Source: an optimization exercise on an open RTL-to-GDS flow (aim: small area, a short achievable clock period and few clock cycles per item). Production flows keep margins and buffers that such runs may drop. Only simulation tests tie the RTL to the original design; equivalence was not proved.

Design sstv_tone_alu, start of the top module:
module sstv_tone_alu (
    input  wire        clk,
    input  wire        rst,
    input  wire        in_valid,
    output wire        in_ready,
    input  wire [1:0]  in_op,
    input  wire [31:0] in_a,
    input  wire [37:0] in_b,
    output wire        out_valid,
    input  wire        out_ready,
    output wire [31:0] out_res,
    output wire [37:0] out_n
);
For scale: ~3900 cells after synthesis, ~510 flip-flops, about 150 I/O pins.
Settings: LEC_CHECK=0, CAP_MARGIN=20, CORE_MARGIN=2, CORE_UTILIZATION=40, PLACE_DENSITY=0.6, SLEW_MARGIN=20; clock period 18.0 ns.
run.sh (not shown) runs the stock make flow with config.mk's settings and CLKGATE_MAP_FILE= SYNTH_SCRIPT=/design/flow/synth_recipe.tcl, a recipe that flattens the netlist after the stock synthesis.
The first run went through all stages and came out clean.
Testbench counts at the start, summed over its fixed seeds: cycles 5,768, items 4,312.
Edit:
--- a/flow/design.v
+++ b/flow/design.v
@@ -13,18 +13,16 @@
 );
     reg        v0;
     reg        pix0;        
     reg        scale0;      
     reg        sel_y, sel_ry, sel_by;    
     reg [31:0] a_q;
     reg [37:0] b_q;
     reg [3:0]  cnt;
-    reg        acc_on;      
-    reg        rdy_q;       
     reg        v1;
     reg        pix1;
     reg        scale1;
     reg        blend1;
     reg [39:0] ns1;
     reg [39:0] nc1;
     reg        cin1;
     reg [37:0] h1;
@@ -41,30 +39,25 @@
     reg        vo;
     reg [31:0] res_o;
     reg [37:0] n_o;
     reg        vk;
     reg [31:0] res_k;
     reg [37:0] n_k;
     wire adv   = ~vk;
     wire last  = scale0 ? (cnt == 4'd3) : (cnt == 4'd15);
-    wire ld    = adv & rdy_q;        
-    wire it    = adv & ~rdy_q;       
-    wire vk_n   = (~vo | out_ready) ? 1'b0 : (adv & v3) ? 1'b1 : vk;
-    wire v0_n   = ld ? in_valid : v0;
-    wire pix0_n = ld ? in_pix : pix0;
-    wire last_n = ld ? 1'b0 : it ? (scale0 ? (cnt == 4'd2) : (cnt == 4'd14)) : last;
-    wire rdy_n  = ~vk_n & (~v0_n | pix0_n | last_n);
-    assign in_ready  = rdy_q;
+    wire first = cnt == 4'd0;
+    assign in_ready  = adv & (~v0 | pix0 | last);
     assign out_valid = vo;
     assign out_res   = res_o;
     assign out_n     = n_o;
     wire in_pix = ~(in_op[0] ^ in_op[1]);
     wire pixs = pix0;
     wire [7:0] bd = b_q[7:0] & {8{scale0}};
+    wire        acc_on = scale0 & ~first;
     wire [31:0] acc_a = ns1[39:8] & {32{acc_on}};
     wire [31:0] acc_b = nc1[39:8] & {32{acc_on}};
     wire        acc_c = cin1 & acc_on;
     wire tp1 = (a_q[0] & bd[0]);
     wire tp2 = acc_a[0];
     wire tp3 = acc_b[0];
     wire tp4 = acc_c;
     wire tp5 = ((sel_ry | sel_by) & ~a_q[16]) | (sel_y & a_q[8]) | (a_q[1] & bd[0]);
@@ -1007,17 +1000,17 @@
     wire las3 = lap3 ^ laG5;
     wire las4 = lap4 ^ laG6;
     wire las5 = lap5 ^ laG9;
     wire las6 = lap6 ^ laG10;
     wire las7 = lap7 ^ laG11;
     wire [7:0] lo = {las7, las6, las5, las4, las3, las2, las1, lap0};
     wire       lo_c = laG12;
     wire [15:0] dw = b_q[15:0];
-    wire [15:0] r0 = b_q[31:16];       
+    wire [15:0] r0 = first ? 16'd0 : b_q[31:16];
     wire [31:0] q0 = a_q;
     wire [16:0] t0 = {r0, q0[31]};
     wire [16:0] d0 = t0 - {1'b0, dw};
     wire        g0 = t0[16] | ~d0[16];
     wire [15:0] r1 = g0 ? d0[15:0] : t0[15:0];
     wire [31:0] q1 = {q0[30:0], g0};
     wire [16:0] t1 = {r1, q1[31]};
     wire [16:0] d1 = t1 - {1'b0, dw};
@@ -2762,56 +2755,51 @@
     wire ias22 = iap22 ^ iaG58;
     wire ias23 = iap23 ^ iaG59;
     wire ias24 = iap24 ^ iaG60;
     wire ias25 = iap25 ^ iaG61;
     wire ias26 = iap26 ^ iaG62;
     wire ias27 = iap27 ^ iaG63;
     wire [27:0] q3p1 = {ias27, ias26, ias25, ias24, ias23, ias22, ias21, ias20, ias19, ias18, ias17, ias16, ias15, ias14, ias13, ias12, ias11, ias10, ias9, ias8, ias7, ias6, ias5, ias4, ias3, ias2, ias1, ias0};
     wire [27:0] fword = xneg ? q3 : q3p1;
-    wire [31:0] res_q0 = ~pix3 ? n3[31:0] : clamp3 ? 32'd150732800 : {4'd0, q3};
-    wire [31:0] res_q1 = ~pix3 ? n3[31:0] : clamp3 ? 32'd150732800 : {4'd0, q3p1};
-    wire [31:0] res_in = xneg ? res_q0 : res_q1;
+    wire [31:0] res_in = ~pix3 ? n3[31:0] : clamp3 ? 32'd150732800 : {4'd0, fword};
     always @(posedge clk) begin
         if (rst) begin
             v0 <= 1'b0;
             v1 <= 1'b0;
             v2 <= 1'b0;
             v3 <= 1'b0;
             vo <= 1'b0;
             vk <= 1'b0;
-            rdy_q <= 1'b1;
         end else begin
-            rdy_q <= rdy_n;
             if (adv) begin
-                if (rdy_q)
+                if (in_ready)
                     v0 <= in_valid;
                 v1 <= v0 & (pix0 | last);
                 v2 <= v1;
                 v3 <= v2;
             end
             if (~vo | out_ready) begin
                 vo <= vk | (adv & v3);
                 vk <= 1'b0;
             end else if (adv & v3) begin
                 vk <= 1'b1;
             end
         end
     end
     always @(posedge clk) begin
         if (adv) begin
-            acc_on <= ~rdy_q & scale0;
-            if (rdy_q) begin
+            if (in_ready) begin
                 pix0   <= in_pix;
                 scale0 <= in_op == 2'd1;
                 sel_ry <= in_pix & ~in_a[25] &  in_a[24];
                 sel_by <= in_pix &  in_a[25] & ~in_a[24];
                 sel_y  <= in_pix & ~(in_a[25] ^ in_a[24]);
                 a_q    <= in_a;
-                b_q    <= {in_b[37:32], in_b[31:16] & {16{in_op != 2'd2}}, in_b[15:0]};
+                b_q    <= in_b;
                 cnt    <= 4'd0;
             end else begin
                 cnt <= cnt + 4'd1;
                 if (scale0) begin
                     b_q[31:0] <= {lo, b_q[31:8]};
                 end else begin
                     a_q <= q2;
                     b_q[31:16] <= r2;
Effect: Wire length climbs by 0.50%; worst setup slack loses 1100 ps; clock-buffer cell count goes down by 9; non-clock buffer count came out higher by 9; die area barely changes; cell count came out higher by 1.8%.
Testbench counts after the change, summed over its fixed seeds: cycles 5,768, items 4,312.

static timing again, ports no longer ideal:
The results above use ideal ports. As a check the final layouts listed here were re-extracted and re-timed, cells and wires unchanged. Step 1 sets driving cells, clkbuf_16 on the clock port and buf_2 on the other inputs (assumed; they add their load-dependent delay and slew). Step 2 also shifts input and output timing later by t, the mid clock arrival at the registers, as if the neighbouring blocks saw the same clock. Three values: ideal, step 1, step 2; two values: the first two.
run	t, ns	setup WS [ns]	worst setup path after step 2	worst register clock-pin slew, ns	worst slew at a driven data input, ns
the first run	0.724	11.533 / 11.533 / 11.533	register to register	0.07 / 0.07	0.06
the second run	0.752	10.430 / 10.366 / 11.118	register to output	0.08 / 0.08	0.10
After both steps setup and hold are still met in every run listed.
